What follows belongs to an exercise in optimizing a design on an open flow for small area, a short achievable clock period and few clock cycles per item; a production flow would make more cautious choices. In this exercise RTL edits were held to simulation tests only and were not proved equivalent to the original. No activity file was given, so power comes from the tool's default toggle rates.

==> design/flow/design.v <==
module fp32_mul (
    input  wire        clk,
    input  wire [31:0] a,
    input  wire [31:0] b,
    output reg  [31:0] y
);
    wire        sa = a[31], sb = b[31];
    wire [7:0]  ea = a[30:23], eb = b[30:23];
    wire [22:0] fa = a[22:0],  fb = b[22:0];
    wire a_nan  = (ea == 8'hFF) && (fa != 0);
    wire b_nan  = (eb == 8'hFF) && (fb != 0);
    wire a_inf  = (ea == 8'hFF) && (fa == 0);
    wire b_inf  = (eb == 8'hFF) && (fb == 0);
    wire a_zero = (ea == 8'h00) && (fa == 0);
    wire b_zero = (eb == 8'h00) && (fb == 0);
    wire a_sub  = (ea == 8'h00);
    wire b_sub  = (eb == 8'h00);
    wire [23:0] ma = {~a_sub, fa};
    wire [23:0] mb = {~b_sub, fb};
    function [4:0] lzc24;
        input [23:0] v;
        begin
            casez (v)
                24'b1???????????????????????: lzc24 = 5'd0;
                24'b01??????????????????????: lzc24 = 5'd1;
                24'b001?????????????????????: lzc24 = 5'd2;
                24'b0001????????????????????: lzc24 = 5'd3;
                24'b00001???????????????????: lzc24 = 5'd4;
                24'b000001??????????????????: lzc24 = 5'd5;
                24'b0000001?????????????????: lzc24 = 5'd6;
                24'b00000001????????????????: lzc24 = 5'd7;
                24'b000000001???????????????: lzc24 = 5'd8;
                24'b0000000001??????????????: lzc24 = 5'd9;
                24'b00000000001?????????????: lzc24 = 5'd10;
                24'b000000000001????????????: lzc24 = 5'd11;
                24'b0000000000001???????????: lzc24 = 5'd12;
                24'b00000000000001??????????: lzc24 = 5'd13;
                24'b000000000000001?????????: lzc24 = 5'd14;
                24'b0000000000000001????????: lzc24 = 5'd15;
                24'b00000000000000001???????: lzc24 = 5'd16;
                24'b000000000000000001??????: lzc24 = 5'd17;
                24'b0000000000000000001?????: lzc24 = 5'd18;
                24'b00000000000000000001????: lzc24 = 5'd19;
                24'b000000000000000000001???: lzc24 = 5'd20;
                24'b0000000000000000000001??: lzc24 = 5'd21;
                24'b00000000000000000000001?: lzc24 = 5'd22;
                24'b000000000000000000000001: lzc24 = 5'd23;
                default: lzc24 = 5'd24;
            endcase
        end
    endfunction
    wire [4:0] lz_a = a_sub ? lzc24(ma) : 5'd0;
    wire [4:0] lz_b = b_sub ? lzc24(mb) : 5'd0;
    wire [1:0] spec = (a_nan || b_nan || (a_inf && b_zero) || (b_inf && a_zero)) ? 2'd1 :
                      (a_inf || b_inf)                                           ? 2'd2 :
                      (a_zero || b_zero || (a_sub && b_sub))                     ? 2'd3 : 2'd0;
    wire [9:0] xa = a_sub ? 10'd1 : {2'b00, ea};
    wire [9:0] xb = b_sub ? 10'd1 : {2'b00, eb};
    reg  [35:0] p_lo, p_hi;
    reg  [9:0]  e1;
    reg  [4:0]  lz1;
    reg  [1:0]  spec1;
    reg         s1;
    always @(posedge clk) begin
        p_lo  <= ma * mb[11:0];
        p_hi  <= ma * mb[23:12];
        e1    <= xa + xb - 10'd126;
        lz1   <= lz_a | lz_b;
        spec1 <= spec;
        s1    <= sa ^ sb;
    end
    wire [47:0] prod = {12'd0, p_lo} + {p_hi, 12'd0};
    wire [47:0] pl   = prod << lz1;
    wire [47:0] pn   = pl[47] ? pl : {pl[46:0], 1'b0};    
    wire [9:0]  e2   = e1 - {5'd0, lz1} - {9'd0, ~pl[47]};
    reg  [24:0] n2;           
    reg         st2;          
    reg  [9:0]  e2r;
    reg  [1:0]  spec2;
    reg         s2;
    always @(posedge clk) begin
        n2    <= pn[47:23];
        st2   <= |pn[22:0];
        e2r   <= e2;
        spec2 <= spec1;
        s2    <= s1;
    end
    wire        uf  = e2r[9] || (e2r == 10'd0);
    wire        ovf = !e2r[9] && (e2r >= 10'd255);
    wire [9:0]  dsh = 10'd1 - e2r;                
    reg  [24:0] sh;
    reg         lost;
    always @(*) begin
        if (!uf) begin
            sh   = n2;
            lost = 1'b0;
        end else if (dsh >= 10'd25) begin
            sh   = 25'd0;
            lost = |n2;
        end else begin
            sh   = n2 >> dsh[4:0];
            lost = |(n2 & ~({25{1'b1}} << dsh[4:0]));
        end
    end
    wire [7:0]  ef    = uf ? 8'd0 : e2r[7:0];
    wire [22:0] mant  = sh[23:1];
    wire        guard = sh[0];
    wire        stick = st2 | lost;
    wire        inc   = guard & (stick | mant[0]);
    wire [30:0] rnd   = {ef, mant} + {30'd0, inc};
    always @(posedge clk) begin
        case (spec2)
            2'd1:    y <= 32'h7FC00000;
            2'd2:    y <= {s2, 8'hFF, 23'd0};
            2'd3:    y <= {s2, 31'd0};
            default: y <= ovf ? {s2, 8'hFF, 23'd0} : {s2, rnd};
        endcase
    end
endmodule
module fp32_add (
    input  wire        clk,
    input  wire [31:0] a,
    input  wire [31:0] b,
    output reg  [31:0] y
);
    wire a_nan = (a[30:23] == 8'hFF) && (a[22:0] != 0);
    wire b_nan = (b[30:23] == 8'hFF) && (b[22:0] != 0);
    wire a_inf = (a[30:23] == 8'hFF) && (a[22:0] == 0);
    wire b_inf = (b[30:23] == 8'hFF) && (b[22:0] == 0);
    wire        swap = b[30:0] > a[30:0];
    wire [31:0] p = swap ? b : a;
    wire [31:0] q = swap ? a : b;
    wire [7:0]  ea = (a[30:23] == 0) ? 8'd1 : a[30:23];
    wire [7:0]  eb = (b[30:23] == 0) ? 8'd1 : b[30:23];
    wire [7:0]  dab = ea - eb;
    wire [7:0]  dba = eb - ea;
    wire [7:0]  ep = swap ? eb : ea;
    wire [7:0]  d  = swap ? dba : dab;
    wire [26:0] mp = {p[30:23] != 0, p[22:0], 3'b000};
    wire [26:0] mq = {q[30:23] != 0, q[22:0], 3'b000};
    wire        sub = p[31] ^ q[31];
    reg [26:0] mqa;
    always @(*) begin
        if (d >= 27)
            mqa = {26'd0, |mq};
        else
            mqa = (mq >> d[4:0]) | {26'd0, |(mq & ~({27{1'b1}} << d[4:0]))};
    end
    wire [27:0] s = sub ? ({1'b0, mp} - {1'b0, mqa}) : ({1'b0, mp} + {1'b0, mqa});
    wire [1:0] spec = (a_nan || b_nan || (a_inf && b_inf && (a[31] != b[31]))) ? 2'd1 :
                      (a_inf || b_inf) ? 2'd2 : 2'd0;
    reg  [27:0] s1;
    reg  [7:0]  ep1;
    reg  [1:0]  spec1;
    reg         sinf1, sp1, sz1;
    always @(posedge clk) begin
        s1    <= s;
        ep1   <= ep;
        spec1 <= spec;
        sinf1 <= a_inf ? a[31] : b[31];
        sp1   <= p[31];
        sz1   <= a[31] & b[31];
    end
    reg [4:0] lz;
    always @(*) begin
        casez (s1[26:0])
            27'b1??????????????????????????: lz = 5'd0;
            27'b01?????????????????????????: lz = 5'd1;
            27'b001????????????????????????: lz = 5'd2;
            27'b0001???????????????????????: lz = 5'd3;
            27'b00001??????????????????????: lz = 5'd4;
            27'b000001?????????????????????: lz = 5'd5;
            27'b0000001????????????????????: lz = 5'd6;
            27'b00000001???????????????????: lz = 5'd7;
            27'b000000001??????????????????: lz = 5'd8;
            27'b0000000001?????????????????: lz = 5'd9;
            27'b00000000001????????????????: lz = 5'd10;
            27'b000000000001???????????????: lz = 5'd11;
            27'b0000000000001??????????????: lz = 5'd12;
            27'b00000000000001?????????????: lz = 5'd13;
            27'b000000000000001????????????: lz = 5'd14;
            27'b0000000000000001???????????: lz = 5'd15;
            27'b00000000000000001??????????: lz = 5'd16;
            27'b000000000000000001?????????: lz = 5'd17;
            27'b0000000000000000001????????: lz = 5'd18;
            27'b00000000000000000001???????: lz = 5'd19;
            27'b000000000000000000001??????: lz = 5'd20;
            27'b0000000000000000000001?????: lz = 5'd21;
            27'b00000000000000000000001????: lz = 5'd22;
            27'b000000000000000000000001???: lz = 5'd23;
            27'b0000000000000000000000001??: lz = 5'd24;
            27'b00000000000000000000000001?: lz = 5'd25;
            27'b000000000000000000000000001: lz = 5'd26;
            default:                         lz = 5'd27;
        endcase
    end
    reg [26:0] n;
    reg [8:0]  en;
    always @(*) begin
        if (s1[27]) begin
            n  = {s1[27:2], s1[1] | s1[0]};
            en = {1'b0, ep1} + 9'd1;
        end else if ({4'd0, lz} < ep1) begin
            n  = s1[26:0] << lz;
            en = {1'b0, ep1} - {4'd0, lz};
        end else begin
            n  = s1[26:0] << (ep1 - 8'd1);
            en = 9'd0;
        end
    end
    wire [22:0] mant  = n[25:3];
    wire        guard = n[2];
    wire        stick = n[1] | n[0];
    wire        inc   = guard & (stick | mant[0]);
    wire [7:0]  ef    = (en != 0 && n[26]) ? en[7:0] : 8'd0;
    wire [30:0] rnd   = {ef, mant} + {30'd0, inc};
    always @(posedge clk) begin
        if (spec1 == 2'd1)
            y <= 32'h7FC00000;
        else if (spec1 == 2'd2)
            y <= {sinf1, 8'hFF, 23'd0};
        else if (s1 == 0)
            y <= {sz1, 31'd0};
        else if (en >= 255)
            y <= {sp1, 8'hFF, 23'd0};
        else
            y <= {sp1, rnd};
    end
endmodule
module fir_engine (
    input  wire        clk,
    input  wire        rst,         
    input  wire        in_valid,
    output reg         in_ready,
    input  wire [1:0]  in_op,       
    input  wire [2:0]  in_addr,     
    input  wire [31:0] in_re,
    input  wire [31:0] in_im,
    output reg         out_valid,
    input  wire        out_ready,
    output reg  [31:0] out_re,
    output reg  [31:0] out_im
);
    localparam OP_SAMPLE = 2'd0, OP_TAP = 2'd1;
    localparam NT = 8;
    localparam MLAT = 3;            
    reg [31:0] tap_re [0:NT-1];
    reg [31:0] tap_im [0:NT-1];
    reg [31:0] dl_re  [0:NT-1];
    reg [31:0] dl_im  [0:NT-1];
    reg [NT-1:0] dl_ok;             
    reg [2:0]  nm1;                 
    reg        cplx;
    reg [2:0]  cur;                 
    reg        q_valid;
    reg [1:0]  q_op;
    reg [2:0]  q_addr;
    reg [31:0] q_re, q_im;
    reg        busy;
    reg [1:0]  step;
    reg [2:0]  widx, tidx;
    reg [1:0]  pend;                
    wire last_step  = cplx ? (step == 2'd3) : (step == 2'd1);
    wire last_issue = busy && last_step && (tidx == 3'd0);
    wire free       = !busy || last_issue;
    reg  [MLAT+6:0] occ;
    wire pipe_empty = (occ == 0);
    reg  li_d;
    wire cons_sample = q_valid && (q_op == OP_SAMPLE) && free && (pend != 2'd2) &&
                       !(cplx && li_d && !busy);
    wire cons_tap    = q_valid && (q_op == OP_TAP) && free;
    wire cons_cfg    = q_valid && q_op[1] && !busy && pipe_empty;
    wire cons        = cons_sample || cons_tap || cons_cfg;
    wire [2:0] cur_next = (cur == nm1) ? 3'd0 : cur + 3'd1;
    wire a_im = cplx && step[0];
    wire b_im = cplx ? (step[0] ^ step[1]) : step[0];
    wire [31:0] h_sel = a_im ? tap_im[tidx] : tap_re[tidx];
    wire [31:0] w_sel = !dl_ok[widx] ? 32'd0 : (b_im ? dl_im[widx] : dl_re[widx]);
    reg  [31:0] ma, mb;
    reg         t_v;
    reg  [1:0]  t_k;
    reg         t_f, t_l;
    wire [31:0] prod;
    fp32_mul u_mul (.clk(clk), .a(ma), .b(mb), .y(prod));
    reg  [MLAT-1:0] mv;
    reg  [1:0]      mk [0:MLAT-1];
    reg  [MLAT-1:0] mf, ml;
    wire        p_v = mv[MLAT-1];
    wire [1:0]  p_k = mk[MLAT-1];
    wire        p_f = mf[MLAT-1];
    wire        p_l = ml[MLAT-1];
    reg  [3:0]  dv, df, dl_, dk;    
    wire        d_v = dv[3];
    wire        d_f = df[3];
    wire        d_l = dl_[3];
    wire        d_im = dk[3];
    reg  [31:0] ph;                 
    wire [31:0] r;                  
    reg  [31:0] rh1, rh2;           
    wire op_real = p_v && !cplx;
    wire op_tre  = p_v && cplx && (p_k == 2'd1);
    wire op_tim  = p_v && cplx && (p_k == 2'd3);
    wire op_acc  = d_v && cplx;
    reg  [31:0] aa, ab;
    always @(*) begin
        if (op_acc) begin
            aa = d_f ? 32'd0 : rh2;
            ab = rh1;
        end else if (cplx) begin
            aa = ph;
            ab = op_tre ? {~prod[31], prod[30:0]} : prod;
        end else begin
            aa = p_f ? 32'd0 : r;
            ab = prod;
        end
    end
    fp32_add u_add (.clk(clk), .a(aa), .b(ab), .y(r));
    wire fin_re = (op_real && !p_k[0] && p_l) || (op_acc && !d_im && d_l);
    wire fin_im = (op_real &&  p_k[0] && p_l) || (op_acc &&  d_im && d_l);
    reg  [1:0] cr, ci;              
    reg  [31:0] res_re;
    wire push = ci[1];
    reg         sp_v;
    reg  [31:0] sp_re, sp_im;
    wire        deliver = out_valid && out_ready;
    integer k;
    always @(posedge clk) begin
        ph  <= prod;
        li_d <= last_issue;
        rh1 <= r;
        rh2 <= rh1;
        if (cr[1]) res_re <= r;
        ma <= h_sel;
        mb <= w_sel;
        t_k <= step;
        t_f <= (tidx == nm1);
        t_l <= (tidx == 3'd0);
        mk[0] <= t_k;
        for (k = 1; k < MLAT; k = k + 1) mk[k] <= mk[k-1];
        mf <= {mf[MLAT-2:0], t_f};
        ml <= {ml[MLAT-2:0], t_l};
        df  <= {df[2:0], p_f};
        dl_ <= {dl_[2:0], p_l};
        dk  <= {dk[2:0], p_k[1]};
        if (in_ready) begin
            q_op   <= in_op;
            q_addr <= in_addr;
            q_re   <= in_re;
            q_im   <= in_im;
        end
        if (cons_sample) begin
            dl_re[cur] <= q_re;
            dl_im[cur] <= q_im;
        end
        if (cons_tap) begin
            tap_re[q_addr] <= q_re;
            tap_im[q_addr] <= q_im;
        end
        if (rst) begin
            q_valid   <= 1'b0;
            in_ready  <= 1'b0;
            busy      <= 1'b0;
            pend      <= 2'd0;
            t_v       <= 1'b0;
            mv        <= 0;
            dv        <= 4'd0;
            cr        <= 2'd0;
            ci        <= 2'd0;
            occ       <= 0;
            out_valid <= 1'b0;
            sp_v      <= 1'b0;
            dl_ok     <= 0;
            cur       <= 3'd0;
        end else begin
            if (in_ready)  q_valid <= in_valid;
            else if (cons) q_valid <= 1'b0;
            in_ready <= in_ready ? !in_valid : (!q_valid || cons);
            if (cons_cfg) begin
                nm1   <= q_addr;
                cplx  <= q_op[0];
                cur   <= 3'd0;
                dl_ok <= 0;
            end
            if (busy) begin
                if (last_step) begin
                    step <= 2'd0;
                    widx <= (widx == nm1) ? 3'd0 : widx + 3'd1;
                    tidx <= tidx - 3'd1;
                end else begin
                    step <= step + 2'd1;
                end
            end
            if (cons_sample) begin
                dl_ok[cur] <= 1'b1;
                cur  <= cur_next;
                widx <= cur_next;
                tidx <= nm1;
                step <= 2'd0;
            end
            if (cons_sample)     busy <= 1'b1;
            else if (last_issue) busy <= 1'b0;
            t_v <= busy;
            mv  <= {mv[MLAT-2:0], t_v};
            dv  <= {dv[2:0], p_v && cplx && !p_k[0]};
            cr  <= {cr[0], fin_re};
            ci  <= {ci[0], fin_im};
            occ <= {occ[MLAT+5:0], busy};
            pend <= pend + {1'b0, cons_sample} - {1'b0, deliver};
            if (!out_valid || deliver) begin
                if (sp_v) begin
                    out_valid <= 1'b1;
                    out_re    <= sp_re;
                    out_im    <= sp_im;
                    if (push) begin
                        sp_re <= res_re;
                        sp_im <= r;
                    end else begin
                        sp_v  <= 1'b0;
                    end
                end else begin
                    out_valid <= push;
                    out_re    <= res_re;
                    out_im    <= r;
                end
            end else if (push) begin
                sp_v  <= 1'b1;
                sp_re <= res_re;
                sp_im <= r;
            end
        end
    end
endmodule
==> design/flow/constraint.sdc <==
create_clock -name core_clock -period 22.0 [get_ports {clk}]
set_input_delay 4.4000 -clock core_clock [delete_from_list [all_inputs] [get_ports {clk}]]
set_output_delay 4.4000 -clock core_clock [all_outputs]
set_load 0.01 [all_outputs]
==> design/flow/config.mk <==
export PLATFORM = sky130hd
export DESIGN_NAME = fir_engine
export DESIGN_NICKNAME = fir_engine
export VERILOG_FILES = /design/flow/design.v
export SDC_FILE = /design/flow/constraint.sdc
export NUM_CORES = 4
export LEC_CHECK = 0
export CAP_MARGIN = 20
export CORE_MARGIN = 2
export CORE_UTILIZATION = 30
export PLACE_DENSITY = 0.4
export SLEW_MARGIN = 20
==> design/flow/run.sh <==
#!/bin/bash
# synth_recipe.tcl (not shown) runs the flow's synth.tcl, then flattens the netlist and writes it again
# the make line also repeats each setting of config.mk as NAME=value (left out here)
make -C /OpenROAD-flow-scripts/flow DESIGN_CONFIG=/design/flow/config.mk WORK_HOME=/design/flow/orfs CLKGATE_MAP_FILE= SYNTH_SCRIPT=/design/flow/synth_recipe.tcl finish
==> results.cfg, run 1 <==
[setup_path]
start_kind = flop
worst-path-stages = 36
critPathCaptureType = flop
critPathSlowestCell = nor2_4
crit_fanout = 57
max_stage_delay_ns = 0.74
critical_path_class = reg2reg
reg2reg_depth = 36
critical-path-top-delay-family = compound AO/OA/AOI/OAI gates
crit_path_frequent_cell = a21oi_1
worst-path-buf-inv = 3
worstPathArrival_ns = 11.75
required_ns = 22.75

[sta]
min_period_over_period_pct = 50.0
timing.fmax_ghz = 0.0909
whs_ns = 0.315
rsz0062_at_grt = no
final.setup_skew_ns = 0.0596
slew_violations = 0
setup_viol = 0
fin_tns_setup_ns = 0
fin_crit_ns = 11.00
slew_headroom_pct = 23.2
hold_viol = 0
tightest_slew_ns = 1.15

[global_routing]
grt_pass1_wl_mm = 435
grt_max_degree = 75
grt_overflow_total = 0
grt_usage_pct = 17.8
antenna_found_initial = 14
grt_pass1_vias = 64700

[place]
dp.cells = 11700
place_area_mm2 = 0.102
hpwlAfterDp_mm = 195
portBuffers = 138
place.gp.congestion = 0.848

[route]
vias = 61100
drc = 0
dr.pass1.iters = 8
vias_per_cell = 5.07
drt-initial-drc-count = 4611
ant_nets = 0
wirelength_mm = 289
wire_per_inst_um = 24.0

[pwr]
p_sw_mw = 3.94
vdd_drop_max_mv = 0.106
power.density_mw_per_mm2 = 100
clkPwrFrac_pct = 31.2
p_comb_share_pct = 32.2
fin_total_pwr_mw = 10.9
p_int_mw = 6.92
p_sw_share_pct = 36.3
sequentialPowerShare_pct = 36.7
p_leak_nw = 39.7

[clock_network]
cts_post_setup_buffers_inserted = 0
clk_pin_slew_worst_paths_ns = 0.07
htree_levels = 4
clock_sinks = 1730
numCtsBuffers = 202
cts-root-buf = clkbuf_16
cts_tree = built
cts.path.max_buffers = 4
ctsHoldBuffers = 0
postCtsResizedCells = 0
insertion_delay_ns = 0.87

[yosys]
synth_cell_type_count = 115
synth_common_cells = edfxtp_1 (1265), nand2_1 (766), inv_1 (619)
avgSynthCellArea_um2 = 12.5
synthArstFlopShare_pct = 0
yosysTopAreaCell = edfxtp_1
yosys_most_used_dff = edfxtp_1
ys_ff_latch = 1730
synthesis.nets = 8486
synthMostInstantiatedCell = edfxtp_1
syn_area_mm2 = 0.0952
syn_inst = 7649
yosysWarnings = 4
synth_top_area_share_pct = 39.9
synth-edff-count = 1265
synth.area.top_cells = edfxtp_1 (40%), dfxtp_1 (9.8%), fa_1 (9.4%)
yosysSeqAreaShare_pct = 49.7

[floorplan]
die_y_um = 567
start_util_pct = 30.2
ios = 139
die-width_um = 567
die_area_mm2 = 0.322
placementRows = 206
coreArea_mm2 = 0.315

[hold_path]
hold_depth = 0
hp-class = reg2reg

[cells_and_area]
nNetsFinal = 8547
final_cells = 12000
drive_above_1_share_pct = 13.9
fin_area_mm2 = 0.108
area_growth_pct = 13.6

[run_status]
status = timing/DRC/antenna clean

[run]
maxCapViolations = 0
## metal layers
metal	track usage (%)	part of all wire [%]	vias to the layer above
met4	3.81	2.0	2
met2	29.9	48	1394
met5	0	0.0045	-
met3	2.47	4.5	333
met1	24.4	46	31500
li1	-	-	27900
## final timing paths
kind / start / end / slack [ns]
worst max register to register: cplx / u_add.s1[26] / 11.00
worst min register to register: u_mul.s1 / u_mul.s2 / 0.31
worst max-delay path: cplx / u_add.s1[26] / 11.00
worst min-delay path: u_mul.s1 / u_mul.s2 / 0.31
## power by group through the flow
stage               registers, mW  logic, mW  clock network (mW)
finish                       3.99       3.49                3.39
global route                 4.00       3.82                3.63
CTS                          3.98       3.50                3.51
detailed placement           4.05       3.48                   0
global placement             4.05       3.52                   0
floorplan                    3.89       2.42                   0
## cells by family after synthesis
group	after synthesis	synth area share (%)
flip-flops	1730	49.7
AO/OA/AOI/OAI	1156	8.09
buffers and inverters	1071	4.33
multiplexers	675	12.2
AND/OR/NAND/NOR	2071	10.5
adder cells (fa/ha/maj)	768	13.6
XOR/XNOR	178	1.64
## cell usage in the layout, fill, tap and decap left out, drive strengths merged, types with 90 or more instances in the layout
master / netlist / final
clkdlybuf4s50: 0 / 137
ha: 316 / 316
fa: 448 / 448
and2: 203 / 203
buf: 100 / 163
edfxtp: 1265 / 1265
nor2: 393 / 393
mux2: 133 / 133
xnor2: 112 / 112
nor3: 128 / 128
mux4: 372 / 372
nand2: 771 / 771
inv: 622 / 627
nor2b: 90 / 90
o21ai: 234 / 234
mux2i: 170 / 170
clkbuf: 343 / 266
a21oi: 313 / 313
dfxtp: 465 / 465
nand3: 122 / 122
## state kept, by name (all words and copies together) (netlist names), 25 cells and up, named ones only
name / count
dl_im: 256
tap_im: 256
sp_im: 32
u_mul.y: 32
res_re: 32
dl_re: 256
out_re: 32
out_im: 32
rh1: 32
tap_re: 256
q_re: 32
mb: 32
ph: 32
u_mul.p_hi: 36
u_mul.n2: 25
q_im: 32
sp_re: 32
u_add.s1: 28
u_mul.p_lo: 36
rh2: 32
u_add.y: 32
ma: 32
## per-stage QoR
| step | setup WS (ns) | utilization [%] |
|---|---|---|
| final | 11.00 | 34.3 |
| after global routing | 10.21 | 34.3 |
| after CTS | 11.25 | 34.3 |
| after detailed placement | 11.29 | 32.2 |
| after global placement | 11.31 | 32.2 |
| after floorplan | 11.89 | - |
## final cells by class
class	instances	area, um^2
Timing Repair Buffer	300	2620
Tap cell	4160	5200
Antenna cell	4	10.0
Fill cell	31100	207000
Inverter	628	2360
Multi-Input combinational cell	4848	44000
Clock inverter	109	1120
Clock buffer	266	5580
Sequential cell	1730	47300
Testbench counts, summed over its fixed seeds: cycles 28,068, items 1,536.
==> inputs of run 2 (changes only) <==
--- a/design/flow/design.v
+++ b/design/flow/design.v
@@ -300,18 +300,17 @@
     wire op_real = p_v && !cplx;
-    wire op_tre  = p_v && cplx && (p_k == 2'd1);
-    wire op_tim  = p_v && cplx && (p_k == 2'd3);
     wire op_acc  = d_v && cplx;
-    reg  [31:0] aa, ab;
-    always @(*) begin
-        if (op_acc) begin
-            aa = d_f ? 32'd0 : rh2;
-            ab = rh1;
-        end else if (cplx) begin
-            aa = ph;
-            ab = op_tre ? {~prod[31], prod[30:0]} : prod;
-        end else begin
-            aa = p_f ? 32'd0 : r;
-            ab = prod;
-        end
+    wire n_p_v  = mv[MLAT-2];
+    wire [1:0] n_p_k = mk[MLAT-2];
+    wire n_p_f  = mf[MLAT-2];
+    wire n_acc  = dv[2] && cplx;
+    reg  sa_zero, sa_rh2, sa_ph, sb_rh1, sb_neg;
+    always @(posedge clk) begin
+        sa_zero <= n_acc ? df[2] : (!cplx && n_p_f);
+        sa_rh2  <= n_acc;
+        sa_ph   <= !n_acc && cplx;
+        sb_rh1  <= n_acc;
+        sb_neg  <= !n_acc && cplx && (n_p_k == 2'd1);
     end
+    wire [31:0] aa = sa_zero ? 32'd0 : sa_rh2 ? rh2 : sa_ph ? ph : r;
+    wire [31:0] ab = sb_rh1 ? rh1 : {prod[31] ^ sb_neg, prod[30:0]};
     fp32_add u_add (.clk(clk), .a(aa), .b(ab), .y(r));
==> design/flow/flow/run.sh (new file) <==
#!/bin/bash
# The standard ORFS layout (the standard.sh, standard synthesis unchanged),
# with the timing repair steps aiming for setup slack well beyond the clock
# constraint so the achieved period is pushed down. The SDC is the standard flow's own.
set -euo pipefail
MARGIN=$(cat flow/margin.txt)
bash standard.sh finish SETUP_SLACK_MARGIN=$MARGIN > flow_make.log 2>&1
==> design/flow/flow/margin.txt (new file) <==
14
==> design/flow/standard.sh (new file) <==
#!/bin/bash
# synth_recipe.tcl (not shown) runs the flow's synth.tcl, then flattens the netlist and writes it again
# the make line also repeats each setting of config.mk as NAME=value (left out here)
make -C /OpenROAD-flow-scripts/flow DESIGN_CONFIG=/design/flow/config.mk WORK_HOME=/design/flow/orfs CLKGATE_MAP_FILE= SYNTH_SCRIPT=/design/flow/synth_recipe.tcl "${@:-finish}"
--- a/design/flow/config.mk
+++ b/design/flow/config.mk
@@ -9,4 +9,4 @@
 export CORE_MARGIN = 2
-export CORE_UTILIZATION = 30
-export PLACE_DENSITY = 0.4
+export CORE_UTILIZATION = 40
+export PLACE_DENSITY = 0.5
 export SLEW_MARGIN = 20
removed: design/flow/run.sh
==> results.cfg, run 2 <==
[global_routing]
grt_usage_pct = 23.3
grt_pass1_wl_mm = 423
antenna_found_initial = 5
grt_overflow_total = 0
grt_max_degree = 90
grt_pass1_vias = 64200

[setup_path]
start_kind = flop
reg2reg_slack_ns = 13.87
critPathSlowestCell = fa_2
worst-path-buf-inv = 6
worstPathArrival_ns = 8.89
timing.rr.start = sa_ph
critical_path_class = reg2reg
worst-path-stages = 38
required_ns = 22.75
crit_fanout = 5
reg2reg_depth = 38
max_stage_delay_ns = 0.60
crit_start = sa_ph
critPathCaptureType = flop
critical-path-top-delay-family = compound AO/OA/AOI/OAI gates
rr_endpoint = u_add.s1[25]
crit_path_frequent_cell = a21oi_2

[yosys]
synthArstFlopShare_pct = 0
synth_common_cells = edfxtp_1 (1265), nand2_1 (761), inv_1 (659)
yosysWarnings = 4
synth.area.top_cells = edfxtp_1 (40%), dfxtp_1 (9.8%), fa_1 (9.4%)
synthesis.nets = 8468
synthMostInstantiatedCell = edfxtp_1
avgSynthCellArea_um2 = 12.5
syn_inst = 7629
ys_ff_latch = 1733
synth_top_area_share_pct = 39.9
synth_cell_type_count = 122
synth-edff-count = 1265
yosys_most_used_dff = edfxtp_1
yosysSeqAreaShare_pct = 49.7
yosysTopAreaCell = edfxtp_1
syn_area_mm2 = 0.0953

[run_status]
status = timing/DRC/antenna clean

[place]
place.gp.congestion = 0.907
dp.cells = 10700
hpwlAfterDp_mm = 191
portBuffers = 138

[sta]
tightest_slew_ns = 1.22
slew_violations = 0
timing.fmax_ghz = 0.123
setup_viol = 0
fin_tns_setup_ns = 0
min_period_over_period_pct = 37.0
fin_crit_ns = 8.13
final.setup_skew_ns = 0.0658
slew_headroom_pct = 16.0
hold_viol = 0
rsz0062_at_grt = yes

[floorplan]
die-width_um = 492
start_util_pct = 40.1
die_y_um = 492
ios = 139
placementRows = 179
coreArea_mm2 = 0.237
die_area_mm2 = 0.242

[clock_network]
cts.path.max_buffers = 3
ctsHoldBuffers = 0
insertion_delay_ns = 0.87
cts-root-buf = clkbuf_16
numCtsBuffers = 184
cts_tree = built
clock_sinks = 1733
htree_levels = 4
clk_pin_slew_worst_paths_ns = 0.06

[cells_and_area]
area_growth_pct = 13.9
num-fill-cells = 21400
multi_input_area_mm2 = 0.0444
layout_common_cells = edfxtp_1 (1265), nand2_1 (758), inv_1 (652)
layout_commonest_cell = edfxtp_1
final_cells = 11100
drive_above_1_share_pct = 16.2
nNetsFinal = 8612
regArea_mm2 = 0.0474

[route]
vias = 61400
ant_nets = 0
drc = 0
wire_per_inst_um = 25.4
drt-initial-drc-count = 4401
dr.pass1.iters = 6
vias_per_cell = 5.53
wirelength_mm = 282

[pwr]
vdd_drop_max_mv = 0.135
power.density_mw_per_mm2 = 107
p_leak_nw = 40.4

[hold_path]
hold_end = df[1]
hold_depth = 0
hp-class = reg2reg
holdCritStartpoint = df[0]

[run]
maxCapViolations = 0
run 2: cell types whose count changed after synthesis, sizes merged, moves of 17 or more:
cell    previous run  this run
o21ai            234       258
nand3            122        87
o22ai             33        15
o31ai             43        22
inv              622       664
nor2             393       413
clkbuf           343       322
nand2b            40        57
mux2i            170       225
nor4              79        41
and3              57        39
run 2: where the power goes:
part | internal (mW) | switching, mW | total (mW) | leakage (nW)
Clock | 1.88 | 1.34 | 3.21 | 3.10
Combinational | 1.64 | 2.86 | 4.50 | 22.0
Sequential | 3.70 | 0.248 | 3.94 | 15.3
Total | 7.21 | 4.45 | 11.7 | 40.4
run 2: how the worst max path moves through the flow:
stage / to / slack (ns)
after global routing: u_add.s1[25] / 13.61
final: u_add.s1[25] / 13.87
after CTS: u_add.s1[25] / 13.74
after global placement: u_add.s1[25] / 11.74
after floorplan: u_add.s1[25] / 14.01
after detailed placement: u_add.s1[25] / 11.82
run 2: kinds of logic after synthesis:
kind of cell / synth area share, %
AOI/OAI and AO/OA: 7.76
xor gates and xnor gates: 1.81
adders and majority gates: 13.6
buffers and inverters: 4.50
DFF: 49.7
muxes: 12.5
and+or+nand+nor: 10.2
run 2: layout make-up:
class / count / share of cell area, %
repair buffers: 392 / 3.57
flip-flops and latches: 1733 / 43.7
diodes: 2 / 0.00461
clock inverters: 82 / 1.10
multi-input cells: 4795 / 40.9
inverters: 667 / 2.32
well taps: 3167 / 3.65
clock buffers: 265 / 4.79
run 2: what timing repair did:
action | CTS | global route
hold endpoints to repair | 0 | 0
setup buffers | 66 | 18
pin swaps | 46 | 34
cloned | 12 | 0
endpoints found under the setup margin | 20 | 13
resized for setup | 138 | 46
run 2: layer usage:
layer | vias up | global-route usage, % | wire length [um]
li1 | 27700 | - | -
met1 | 31700 | 30.1 | 120000
met2 | 1617 | 40.3 | 140000
met3 | 418 | 2.89 | 12000
met4 | 2 | 7.75 | 9890
met5 | - | 0 | 11
run 2: stage by stage:
stage	util, %	hold WS [ns]	total power, mW	area (um^2)	setup WS (ns)
4_1_cts	45.6	0.288	11.6	108000	13.74
6_report	45.7	0.298	11.7	109000	13.87
5_1_grt	45.7	0.292	12.2	109000	13.61
2_1_floorplan	-	0.310	6.67	95300	14.01
3_5_place_dp	42.2	0.312	8.09	100000	11.82
3_3_place_gp	42.2	0.311	8.15	100000	11.74
Testbench counts of run 2, summed over its fixed seeds: cycles 28,068, items 1,536.
==> inputs of run 3 (changes only) <==
--- a/design/flow/design.v
+++ b/design/flow/design.v
@@ -72,5 +72,10 @@
     wire [47:0] prod = {12'd0, p_lo} + {p_hi, 12'd0};
-    wire [47:0] pl   = prod << lz1;
-    wire [47:0] pn   = pl[47] ? pl : {pl[46:0], 1'b0};    
-    wire [9:0]  e2   = e1 - {5'd0, lz1} - {9'd0, ~pl[47]};
+    wire [48:0] px  = {prod, 1'b0};
+    wire [4:0]  rsh = 5'd23 - lz1;
+    wire [48:0] pw  = px >> rsh;                        
+    wire        slo = |(px & ~({49{1'b1}} << rsh));     
+    wire        top = pw[25];
+    wire [24:0] nn  = top ? pw[25:1] : pw[24:0];        
+    wire        sn  = slo | (top & pw[0]);
+    wire [9:0]  e2  = e1 - {5'd0, lz1} - {9'd0, ~top};
     reg  [24:0] n2;           
@@ -81,4 +86,4 @@
     always @(posedge clk) begin
-        n2    <= pn[47:23];
-        st2   <= |pn[22:0];
+        n2    <= nn;
+        st2   <= sn;
         e2r   <= e2;
@@ -196,16 +201,7 @@
     end
-    reg [26:0] n;
-    reg [8:0]  en;
-    always @(*) begin
-        if (s1[27]) begin
-            n  = {s1[27:2], s1[1] | s1[0]};
-            en = {1'b0, ep1} + 9'd1;
-        end else if ({4'd0, lz} < ep1) begin
-            n  = s1[26:0] << lz;
-            en = {1'b0, ep1} - {4'd0, lz};
-        end else begin
-            n  = s1[26:0] << (ep1 - 8'd1);
-            en = 9'd0;
-        end
-    end
+    wire       big = ({4'd0, lz} < ep1);
+    wire [4:0] nsh = big ? lz : (ep1[4:0] - 5'd1);
+    wire [26:0] nl = s1[26:0] << nsh;
+    wire [26:0] n  = s1[27] ? {s1[27:2], s1[1] | s1[0]} : nl;
+    wire [8:0]  en = s1[27] ? {1'b0, ep1} + 9'd1 : big ? {1'b0, ep1} - {4'd0, lz} : 9'd0;
     wire [22:0] mant  = n[25:3];
@@ -245,7 +241,4 @@
     localparam NT = 8;
-    localparam MLAT = 3;            
-    reg [31:0] tap_re [0:NT-1];
-    reg [31:0] tap_im [0:NT-1];
-    reg [31:0] dl_re  [0:NT-1];
-    reg [31:0] dl_im  [0:NT-1];
+    localparam NQ = 4;              
+    reg [32*NT-1:0] tap_re, tap_im, dl_re, dl_im;
     reg [NT-1:0] dl_ok;             
@@ -258,2 +251,132 @@
     reg [31:0] q_re, q_im;
+    reg        nxt;                 
+    reg  [2:0] pend;                
+    wire [1:0] l_free, l_old, l_idle, l_push;
+    wire [31:0] l_re [0:1];
+    wire [31:0] l_im [0:1];
+    wire free_sel = nxt ? l_free[1] : l_free[0];
+    wire old_oth  = nxt ? l_old[0]  : l_old[1];
+    wire cons_sample = q_valid && (q_op == OP_SAMPLE) && free_sel && old_oth && (pend != NQ);
+    wire cons_tap    = q_valid && (q_op == OP_TAP) && (&l_free);
+    wire cons_cfg    = q_valid && q_op[1] && (&l_idle);
+    wire cons        = cons_sample || cons_tap || cons_cfg;
+    wire [2:0] cur_next = (cur == nm1) ? 3'd0 : cur + 3'd1;
+    genvar g;
+    generate
+        for (g = 0; g < 2; g = g + 1) begin : lane
+            fir_lane u_lane (
+                .clk(clk), .rst(rst),
+                .start(cons_sample && (nxt == g)), .widx0(cur_next),
+                .nm1(nm1), .cplx(cplx),
+                .tap_re(tap_re), .tap_im(tap_im), .dl_re(dl_re), .dl_im(dl_im), .dl_ok(dl_ok),
+                .free(l_free[g]), .oldest_read(l_old[g]), .idle(l_idle[g]),
+                .push(l_push[g]), .res_re(l_re[g]), .res_im(l_im[g]));
+        end
+    endgenerate
+    wire        push    = |l_push;
+    wire [31:0] push_re = l_push[1] ? l_re[1] : l_re[0];
+    wire [31:0] push_im = l_push[1] ? l_im[1] : l_im[0];
+    reg  [NQ-2:0] sp_v;             
+    reg  [31:0]   sp_re [0:NQ-2];
+    reg  [31:0]   sp_im [0:NQ-2];
+    wire          deliver = out_valid && out_ready;
+    integer k;
+    always @(posedge clk) begin
+        if (in_ready) begin
+            q_op   <= in_op;
+            q_addr <= in_addr;
+            q_re   <= in_re;
+            q_im   <= in_im;
+        end
+        for (k = 0; k < NT; k = k + 1) begin
+            if (cons_sample && cur == k) begin
+                dl_re[32*k +: 32] <= q_re;
+                dl_im[32*k +: 32] <= q_im;
+            end
+            if (cons_tap && q_addr == k) begin
+                tap_re[32*k +: 32] <= q_re;
+                tap_im[32*k +: 32] <= q_im;
+            end
+        end
+        if (rst) begin
+            q_valid   <= 1'b0;
+            in_ready  <= 1'b0;
+            pend      <= 3'd0;
+            nxt       <= 1'b0;
+            out_valid <= 1'b0;
+            sp_v      <= 0;
+            dl_ok     <= 0;
+            cur       <= 3'd0;
+        end else begin
+            if (in_ready)  q_valid <= in_valid;
+            else if (cons) q_valid <= 1'b0;
+            in_ready <= in_ready ? !in_valid : (!q_valid || cons);
+            if (cons_sample) begin
+                dl_ok[cur] <= 1'b1;
+                cur <= cur_next;
+                nxt <= !nxt;
+            end
+            if (cons_cfg) begin
+                nm1   <= q_addr;
+                cplx  <= q_op[0];
+                cur   <= 3'd0;
+                dl_ok <= 0;
+                nxt   <= 1'b0;
+            end
+            pend <= pend + {2'b0, cons_sample} - {2'b0, deliver};
+            if (!out_valid || deliver) begin
+                if (sp_v[0]) begin
+                    out_valid <= 1'b1;
+                    out_re    <= sp_re[0];
+                    out_im    <= sp_im[0];
+                    for (k = 0; k < NQ - 2; k = k + 1) begin
+                        if (sp_v[k+1]) begin
+                            sp_re[k] <= sp_re[k+1];
+                            sp_im[k] <= sp_im[k+1];
+                        end else if (push && sp_v[k]) begin
+                            sp_re[k] <= push_re;
+                            sp_im[k] <= push_im;
+                        end
+                    end
+                    if (push && sp_v[NQ-2]) begin
+                        sp_re[NQ-2] <= push_re;
+                        sp_im[NQ-2] <= push_im;
+                    end
+                    if (!push) sp_v <= {1'b0, sp_v[NQ-2:1]};
+                end else begin
+                    out_valid <= push;
+                    out_re    <= push_re;
+                    out_im    <= push_im;
+                end
+            end else if (push) begin
+                for (k = 0; k < NQ - 1; k = k + 1)
+                    if (!sp_v[k] && (k == 0 || sp_v[k-1])) begin
+                        sp_re[k] <= push_re;
+                        sp_im[k] <= push_im;
+                    end
+                sp_v <= {sp_v[NQ-3:0], 1'b1};
+            end
+        end
+    end
+endmodule
+module fir_lane (
+    input  wire           clk,
+    input  wire           rst,
+    input  wire           start,        
+    input  wire [2:0]     widx0,
+    input  wire [2:0]     nm1,
+    input  wire           cplx,
+    input  wire [255:0]   tap_re,
+    input  wire [255:0]   tap_im,
+    input  wire [255:0]   dl_re,
+    input  wire [255:0]   dl_im,
+    input  wire [7:0]     dl_ok,
+    output wire           free,         
+    output wire           oldest_read,  
+    output wire           idle,         
+    output wire           push,         
+    output reg  [31:0]    res_re,
+    output wire [31:0]    res_im
+);
+    localparam MLAT = 3;            
     reg        busy;
@@ -261,19 +384,13 @@
     reg [2:0]  widx, tidx;
-    reg [1:0]  pend;                
     wire last_step  = cplx ? (step == 2'd3) : (step == 2'd1);
     wire last_issue = busy && last_step && (tidx == 3'd0);
-    wire free       = !busy || last_issue;
-    reg  [MLAT+6:0] occ;
-    wire pipe_empty = (occ == 0);
     reg  li_d;
-    wire cons_sample = q_valid && (q_op == OP_SAMPLE) && free && (pend != 2'd2) &&
-                       !(cplx && li_d && !busy);
-    wire cons_tap    = q_valid && (q_op == OP_TAP) && free;
-    wire cons_cfg    = q_valid && q_op[1] && !busy && pipe_empty;
-    wire cons        = cons_sample || cons_tap || cons_cfg;
-    wire [2:0] cur_next = (cur == nm1) ? 3'd0 : cur + 3'd1;
+    assign free        = (!busy || last_issue) && !(cplx && li_d && !busy);
+    assign oldest_read = !busy || (tidx != nm1) || last_step;
+    reg  [MLAT+6:0] occ;
+    assign idle = !busy && (occ == 0);
     wire a_im = cplx && step[0];
     wire b_im = cplx ? (step[0] ^ step[1]) : step[0];
-    wire [31:0] h_sel = a_im ? tap_im[tidx] : tap_re[tidx];
-    wire [31:0] w_sel = !dl_ok[widx] ? 32'd0 : (b_im ? dl_im[widx] : dl_re[widx]);
+    wire [31:0] h_sel = a_im ? tap_im[32*tidx +: 32] : tap_re[32*tidx +: 32];
+    wire [31:0] w_sel = !dl_ok[widx] ? 32'd0 : (b_im ? dl_im[32*widx +: 32] : dl_re[32*widx +: 32]);
     reg  [31:0] ma, mb;
@@ -289,12 +406,10 @@
     wire [1:0]  p_k = mk[MLAT-1];
-    wire        p_f = mf[MLAT-1];
     wire        p_l = ml[MLAT-1];
-    reg  [3:0]  dv, df, dl_, dk;    
+    reg  [3:0]  dv, df, dl_, dk;
     wire        d_v = dv[3];
-    wire        d_f = df[3];
     wire        d_l = dl_[3];
     wire        d_im = dk[3];
-    reg  [31:0] ph;                 
-    wire [31:0] r;                  
-    reg  [31:0] rh1, rh2;           
+    reg  [31:0] ph;
+    wire [31:0] r;
+    reg  [31:0] rh1, rh2;
     wire op_real = p_v && !cplx;
@@ -318,14 +433,11 @@
     wire fin_im = (op_real &&  p_k[0] && p_l) || (op_acc &&  d_im && d_l);
-    reg  [1:0] cr, ci;              
-    reg  [31:0] res_re;
-    wire push = ci[1];
-    reg         sp_v;
-    reg  [31:0] sp_re, sp_im;
-    wire        deliver = out_valid && out_ready;
+    reg  [1:0] cr, ci;
+    assign push   = ci[1];
+    assign res_im = r;
     integer k;
     always @(posedge clk) begin
-        ph  <= prod;
+        ph   <= prod;
         li_d <= last_issue;
-        rh1 <= r;
-        rh2 <= rh1;
+        rh1  <= r;
+        rh2  <= rh1;
         if (cr[1]) res_re <= r;
@@ -340,44 +452,14 @@
         ml <= {ml[MLAT-2:0], t_l};
-        df  <= {df[2:0], p_f};
+        df  <= {df[2:0], mf[MLAT-1]};
         dl_ <= {dl_[2:0], p_l};
         dk  <= {dk[2:0], p_k[1]};
-        if (in_ready) begin
-            q_op   <= in_op;
-            q_addr <= in_addr;
-            q_re   <= in_re;
-            q_im   <= in_im;
-        end
-        if (cons_sample) begin
-            dl_re[cur] <= q_re;
-            dl_im[cur] <= q_im;
-        end
-        if (cons_tap) begin
-            tap_re[q_addr] <= q_re;
-            tap_im[q_addr] <= q_im;
-        end
         if (rst) begin
-            q_valid   <= 1'b0;
-            in_ready  <= 1'b0;
-            busy      <= 1'b0;
-            pend      <= 2'd0;
-            t_v       <= 1'b0;
-            mv        <= 0;
-            dv        <= 4'd0;
-            cr        <= 2'd0;
-            ci        <= 2'd0;
-            occ       <= 0;
-            out_valid <= 1'b0;
-            sp_v      <= 1'b0;
-            dl_ok     <= 0;
-            cur       <= 3'd0;
+            busy <= 1'b0;
+            t_v  <= 1'b0;
+            mv   <= 0;
+            dv   <= 4'd0;
+            cr   <= 2'd0;
+            ci   <= 2'd0;
+            occ  <= 0;
         end else begin
-            if (in_ready)  q_valid <= in_valid;
-            else if (cons) q_valid <= 1'b0;
-            in_ready <= in_ready ? !in_valid : (!q_valid || cons);
-            if (cons_cfg) begin
-                nm1   <= q_addr;
-                cplx  <= q_op[0];
-                cur   <= 3'd0;
-                dl_ok <= 0;
-            end
             if (busy) begin
@@ -391,11 +473,10 @@
             end
-            if (cons_sample) begin
-                dl_ok[cur] <= 1'b1;
-                cur  <= cur_next;
-                widx <= cur_next;
+            if (start) begin
+                widx <= widx0;
                 tidx <= nm1;
                 step <= 2'd0;
+                busy <= 1'b1;
+            end else if (last_issue) begin
+                busy <= 1'b0;
             end
-            if (cons_sample)     busy <= 1'b1;
-            else if (last_issue) busy <= 1'b0;
             t_v <= busy;
@@ -406,24 +487,2 @@
             occ <= {occ[MLAT+5:0], busy};
-            pend <= pend + {1'b0, cons_sample} - {1'b0, deliver};
-            if (!out_valid || deliver) begin
-                if (sp_v) begin
-                    out_valid <= 1'b1;
-                    out_re    <= sp_re;
-                    out_im    <= sp_im;
-                    if (push) begin
-                        sp_re <= res_re;
-                        sp_im <= r;
-                    end else begin
-                        sp_v  <= 1'b0;
-                    end
-                end else begin
-                    out_valid <= push;
-                    out_re    <= res_re;
-                    out_im    <= r;
-                end
-            end else if (push) begin
-                sp_v  <= 1'b1;
-                sp_re <= res_re;
-                sp_im <= r;
-            end
         end
==> design/flow/flow/margin.txt (replaced) <==
15.5
==> results.cfg, run 3 <==
[clock_network]
clk_pin_slew_worst_paths_ns = 0.06
cts_tree = built
ctsHoldBuffers = 0
htree_levels = 5
cts-root-buf = clkbuf_16
numCtsBuffers = 276
insertion_delay_ns = 0.96
clock_sinks = 2344
cts.path.max_buffers = 4

[yosys]
yosysWarnings = 11
yosysTopAreaCell = edfxtp_1
synth-edff-count = 1433
synthArstFlopShare_pct = 0
synth.area.top_cells = edfxtp_1 (27%), dfxtp_1 (11%), fa_1 (11%)
synth_cell_type_count = 127
synth_top_area_share_pct = 27.1
ys_ff_latch = 2344
syn_area_mm2 = 0.159
yosys_most_used_dff = edfxtp_1
avgSynthCellArea_um2 = 10.9
syn_inst = 14500
synth_common_cells = nand2_1 (1536), edfxtp_1 (1433), inv_1 (1301)
synthesis.nets = 16100
yosysSeqAreaShare_pct = 38.6
synthMostInstantiatedCell = nand2_1

[floorplan]
die_area_mm2 = 0.402
placementRows = 231
start_util_pct = 40.2
ios = 139
die_y_um = 634
die-width_um = 634
coreArea_mm2 = 0.395

[setup_path]
required_ns = 22.79
crit_path_frequent_cell = a21oi_2
critPathCaptureType = flop
crit_fanout = 10
worstPathArrival_ns = 8.15
start_kind = flop
critPathSlowestCell = fa_2
max_stage_delay_ns = 0.64
critical_path_class = reg2reg

[pwr]
vdd_drop_max_mv = 0.165
power.density_mw_per_mm2 = 111
p_leak_nw = 72.2

[sta]
worst_slack_ns = 14.65
fin_crit_ns = 7.35
slew_headroom_pct = 10.7
setup_viol = 0
timing.fmax_ghz = 0.136
hold_viol = 0
fin_tns_setup_ns = 0
rsz0062_at_grt = yes
slew_violations = 0
final.setup_skew_ns = 0.0518
min_period_over_period_pct = 33.4
tightest_slew_ns = 1.33

[route]
drc = 0
dr.pass1.iters = 8
drt-initial-drc-count = 10900
ant_nets = 0
vias_per_cell = 5.73
vias = 117000
wirelength_mm = 525
wire_per_inst_um = 25.7

[cells_and_area]
layout_common_cells = nand2_1 (1505), edfxtp_1 (1433), inv_1 (1272)
drive_above_1_share_pct = 21.7
fin_area_mm2 = 0.187
layout_commonest_cell = nand2_1
nNetsFinal = 16600
num-fill-cells = 36200
area_growth_pct = 18.0

[global_routing]
grt_overflow_total = 0
grt_max_degree = 99
grt_pass1_wl_mm = 772
grt_pass1_vias = 117000
grt_usage_pct = 25.4
antenna_found_initial = 30

[place]
dpl_worst_slack_ns = 12.02
place.gp.congestion = 0.926
portBuffers = 138
hpwlAfterDp_mm = 339
place_area_mm2 = 0.166

[run_status]
status = timing/DRC/antenna clean

[hold_path]
hp-class = reg2reg

[run]
maxCapViolations = 0
[run 3: path summary, 6_finish.rpt]
| path | start | slack, ns | endpoint | cells past startpoint |
|---|---|---|---|---|
| setup / recovery | lane[1].u_lane.sa_zero | 14.65 | lane[1].u_lane.u_add.s1[27] | 35 |
| hold / removal | lane[1].u_lane.dk[2] | 0.32 | lane[1].u_lane.dk[3] | 0 |
| setup reg to reg | lane[1].u_lane.sa_zero | 14.65 | lane[1].u_lane.u_add.s1[27] | 35 |
| hold reg to reg | lane[1].u_lane.dk[2] | 0.32 | lane[1].u_lane.dk[3] | 0 |
[run 3: what timing repair did]
action / 4_1_cts / 5_1_grt
gates resized for setup: 790 / 467
setup endpoints to repair: 168 / 123
pin swaps: 248 / 285
cloned: 58 / 22
setup buffers: 383 / 203
[run 3: logic make-up after synthesis]
logic type / after synthesis / synth area share [%]
xor gates and xnor gates: 395 / 2.18
muxes: 1500 / 15.5
DFF: 2344 / 38.6
buffers and inverters: 2215 / 5.37
and+or+nand+nor: 4178 / 12.6
adders and majority gates: 1547 / 16.4
AOI/OAI and AO/OA: 2328 / 9.39
[run 3: final cells by class]
| type | instances | area, um^2 | share of cell area, % |
|---|---|---|---|
| timing repair buffer | 1056 | 11100 | 5.94 |
| clock buffer | 384 | 7800 | 4.16 |
| multi-input combinational | 9961 | 93900 | 50.1 |
| clock inverter | 123 | 1370 | 0.732 |
| tap | 5242 | 6560 | 3.50 |
| antenna | 19 | 47.5 | 0.0254 |
| inverter | 1317 | 5020 | 2.68 |
| sequential | 2344 | 61500 | 32.8 |
| timing repair inverter | 3 | 25.0 | 0.0134 |
[run 3: routing by layer]
layer | vias up | wire [um] | track usage (%)
met1 | 59700 | 225000 | 34.9
met2 | 4046 | 246000 | 41.5
met5 | - | 23 | 0
met3 | 960 | 31500 | 2.95
li1 | 52500 | - | -
met4 | 4 | 21500 | 9.12
[run 3: worst max-delay path: cells and delay by family, from the launching register on]
| family | cells | cell delay, ns |
|---|---|---|
| AOI/OAI and AO/OA | 18 | 2.96 |
| muxes | 3 | 1.13 |
| buffers and inverters | 7 | 1.11 |
| adders and majority gates | 3 | 1.02 |
| and+or+nand+nor | 4 | 0.54 |
| DFF | 1 | 0.40 |
[run 3: where the power goes]
group	leakage (nW)	switching (mW)	internal [mW]
combinational	47.2	6.35	4.26
clock	4.47	1.96	2.69
sequential	20.5	0.520	5.09
total	72.2	8.83	12.0
[run 3: through the flow]
| step | util (%) | power [mW] | hold WS, ns | std cells |
|---|---|---|---|---|
| 4_1_cts | 46.3 | 20.0 | 0.325 | 20200 |
| 2_1_floorplan | - | 11.4 | 0.310 | 14500 |
| 3_5_place_dp | 42.0 | 13.8 | 0.312 | 19300 |
| 6_report | 47.4 | 20.9 | 0.324 | 20400 |
| 5_1_grt | 47.4 | 21.8 | 0.326 | 20400 |
| 3_3_place_gp | 42.0 | 13.9 | 0.310 | 19300 |
Testbench counts of run 3, summed over its fixed seeds: cycles 14,532, items 1,536.
==> inputs of run 4 (changes only) <==
==> design/flow/flow/margin.txt (replaced) <==
14
==> results.cfg, run 4 <==
[run_status]
status = timing/DRC/antenna clean

[route]
wirelength_mm = 493
ant_nets = 0
vias = 114000
dr.pass1.iters = 7
vias_per_cell = 5.70
drt-initial-drc-count = 9329
drc = 0
wire_per_inst_um = 24.8

[sta]
min_period_over_period_pct = 35.4
fin_tns_setup_ns = 0
slew_violations = 0
hold_viol = 0
final.setup_skew_ns = 0.0585
setup_viol = 0
whs_ns = 0.322
timing.fmax_ghz = 0.128
rsz0062_at_grt = yes
tightest_slew_ns = 1.14
fin_crit_ns = 7.79
slew_headroom_pct = 23.5

[floorplan]
coreArea_mm2 = 0.395
placementRows = 231
die_y_um = 634
die-width_um = 634
start_util_pct = 40.2
ios = 139
die_area_mm2 = 0.402

[global_routing]
grt_pass1_wl_mm = 741
antenna_found_initial = 19
grt_overflow_total = 0
grt_pass1_vias = 114000
grt_max_degree = 103
grt_usage_pct = 24.2

[pwr]
fin_total_pwr_mw = 19.1
power.density_mw_per_mm2 = 108
vdd_drop_max_mv = 0.121
clkPwrFrac_pct = 23.7
p_comb_share_pct = 47.1
p_sw_share_pct = 42.2
p_int_mw = 11.0
p_sw_mw = 8.04
p_leak_nw = 68.0
sequentialPowerShare_pct = 29.3

[clock_network]
htree_levels = 5
cts_tree = built
clock_sinks = 2344
insertion_delay_ns = 0.93
clk_pin_slew_worst_paths_ns = 0.06
ctsHoldBuffers = 0
numCtsBuffers = 273
cts-root-buf = clkbuf_16
cts.path.max_buffers = 4

[yosys]
yosys_most_used_dff = edfxtp_1
synthMostInstantiatedCell = nand2_1
syn_area_mm2 = 0.159
synth_cell_type_count = 127
yosysSeqAreaShare_pct = 38.6
synth-edff-count = 1433
avgSynthCellArea_um2 = 10.9
synth.area.top_cells = edfxtp_1 (27%), dfxtp_1 (11%), fa_1 (11%)
synthArstFlopShare_pct = 0
synth_common_cells = nand2_1 (1536), edfxtp_1 (1433), inv_1 (1301)
yosysWarnings = 11
ys_ff_latch = 2344
yosysTopAreaCell = edfxtp_1
synth_top_area_share_pct = 27.1
syn_inst = 14500
synthesis.nets = 16100

[cells_and_area]
regArea_mm2 = 0.0613
drive_above_1_share_pct = 15.3
final_cells = 19900
area_growth_pct = 11.6
multi_input_area_mm2 = 0.0904
num-fill-cells = 37000
layout_commonest_cell = nand2_1
nNetsFinal = 16000
layout_common_cells = nand2_1 (1527), edfxtp_1 (1433), inv_1 (1293)
fin_area_mm2 = 0.177

[setup_path]
timing.rr.start = lane[0].u_lane.sa_rh2
worstPathArrival_ns = 8.60
reg2reg_slack_ns = 14.21
required_ns = 22.81
critical_path_class = reg2reg
crit_fanout = 47
rr_endpoint = lane[0].u_lane.u_add.s1[25]
critPathCaptureType = flop
start_kind = flop
reg2reg_depth = 37
max_stage_delay_ns = 0.53
critPathSlowestCell = a311o_2

[hold_path]
hp-class = reg2reg
hold_end = lane[0].u_lane.u_mul.spec2[0]
hold_depth = 0
holdCritStartpoint = lane[0].u_lane.u_mul.spec1[0]

[place]
hpwlAfterDp_mm = 339
place_area_mm2 = 0.166
portBuffers = 138
dp.cells = 19300
place.gp.congestion = 0.928

[run]
maxCapViolations = 0
run 4: final cells by class:
class / instances / area share (%)
Timing Repair inverter: 2 / 0.00847
Clock buffer: 376 / 4.34
Multi-Input combinational cell: 9952 / 51.0
Antenna cell: 11 / 0.0155
Inverter: 1317 / 2.81
Timing Repair Buffer: 546 / 2.87
Clock inverter: 117 / 0.659
Tap cell: 5242 / 3.70
Sequential cell: 2344 / 34.6
run 4: worst max-delay path by stage:
stage	depth (start not counted)	slack [ns]	from	endpoint
after floorplan	40	14.02	lane[0].u_lane.sa_rh2	lane[0].u_lane.u_add.s1[25]
after global placement	37	11.96	lane[0].u_lane.sa_rh2	lane[0].u_lane.u_add.s1[26]
after detailed placement	34	11.98	lane[0].u_lane.sa_rh2	lane[0].u_lane.u_add.s1[26]
after global routing	40	13.81	lane[0].u_lane.sa_ph	lane[0].u_lane.u_add.s1[25]
final	37	14.21	lane[0].u_lane.sa_rh2	lane[0].u_lane.u_add.s1[25]
after CTS	40	13.84	lane[0].u_lane.sa_ph	lane[0].u_lane.u_add.s1[26]
run 4: per-layer routing:
metal | global-route usage (%) | wire (um)
met2 | 40.0 | 233000
met5 | 0 | 27
met4 | 7.85 | 17900
met1 | 33.5 | 217000
met3 | 2.43 | 26000
run 4: kinds of logic after synthesis:
kind of cell / synth area share, %
mux: 15.5
compound gates: 9.39
flops: 38.6
xor+xnor: 2.18
fa+ha+maj: 16.4
buf+inv: 5.37
simple gates: 12.6
run 4: worst max-delay path, delay by kind of cell (launching register included):
kind,cells,cell delay [ns]
AOI/OAI and AO/OA,19,3.54
xor gates and xnor gates,1,0.15
adders and majority gates,3,0.91
buffers and inverters,6,1.00
DFF,1,0.40
muxes,3,0.68
and+or+nand+nor,5,0.95
run 4: through the flow:
step                      setup WS (ns)  util (%)
after floorplan                   14.02         -
after global placement            11.96      41.9
after detailed placement          11.98      41.9
after CTS                         13.84      44.4
after global routing              13.81      44.8
final                             14.21      44.8
run 4: power by group through the flow:
| stage | clock network (mW) | registers, mW | logic (mW) |
|---|---|---|---|
| 6_report | 4.51 | 5.58 | 8.97 |
| 3_5_place_dp | 0 | 5.67 | 8.06 |
| 4_1_cts | 4.62 | 5.58 | 8.34 |
| 5_1_grt | 4.78 | 5.61 | 9.63 |
| 3_3_place_gp | 0 | 5.68 | 8.15 |
| 2_1_floorplan | 0 | 5.38 | 5.81 |
run 4: repair_timing:
action,4_1_cts,5_1_grt
buffers inserted,42,73
endpoints found under the setup margin,55,43
cloned,10,11
gates resized for setup,130,183
pin swaps,20,67

[what the ideal ports hide]
Ports are ideal in the flow. The routed layouts listed here were re-timed in OpenROAD.
Step 1: set_driving_cell puts a clkbuf_16 on clk and a buf_2 on each other input, an assumption about the parent block.
Step 2 adds t to the input delays and takes it off the output delays; t is the mean of the earliest and latest rising clock arrival at the registers after step 1. Input paths then give back, and output paths get back, about the clock's delay inside the block.
a / b / c = ideal / step 1 / step 2; a / b = the first two.
run	t, ns	setup slack, ns	hold WS [ns]
run 1	0.941	11.004 / 11.004 / 11.004	0.315 / 0.315 / 0.315
run 2	0.916	13.866 / 13.866 / 13.866	0.298 / 0.298 / 0.298
run 3	1.024	14.646 / 14.646 / 14.646	0.324 / 0.324 / 0.324
run 4	1.000	14.215 / 14.215 / 14.069	0.322 / 0.322 / 0.322
After both steps every run listed still meets setup and hold. The setup slack of run 4, which loses most, moves by 0.000 ns with the drivers and by -0.146 ns with both steps.
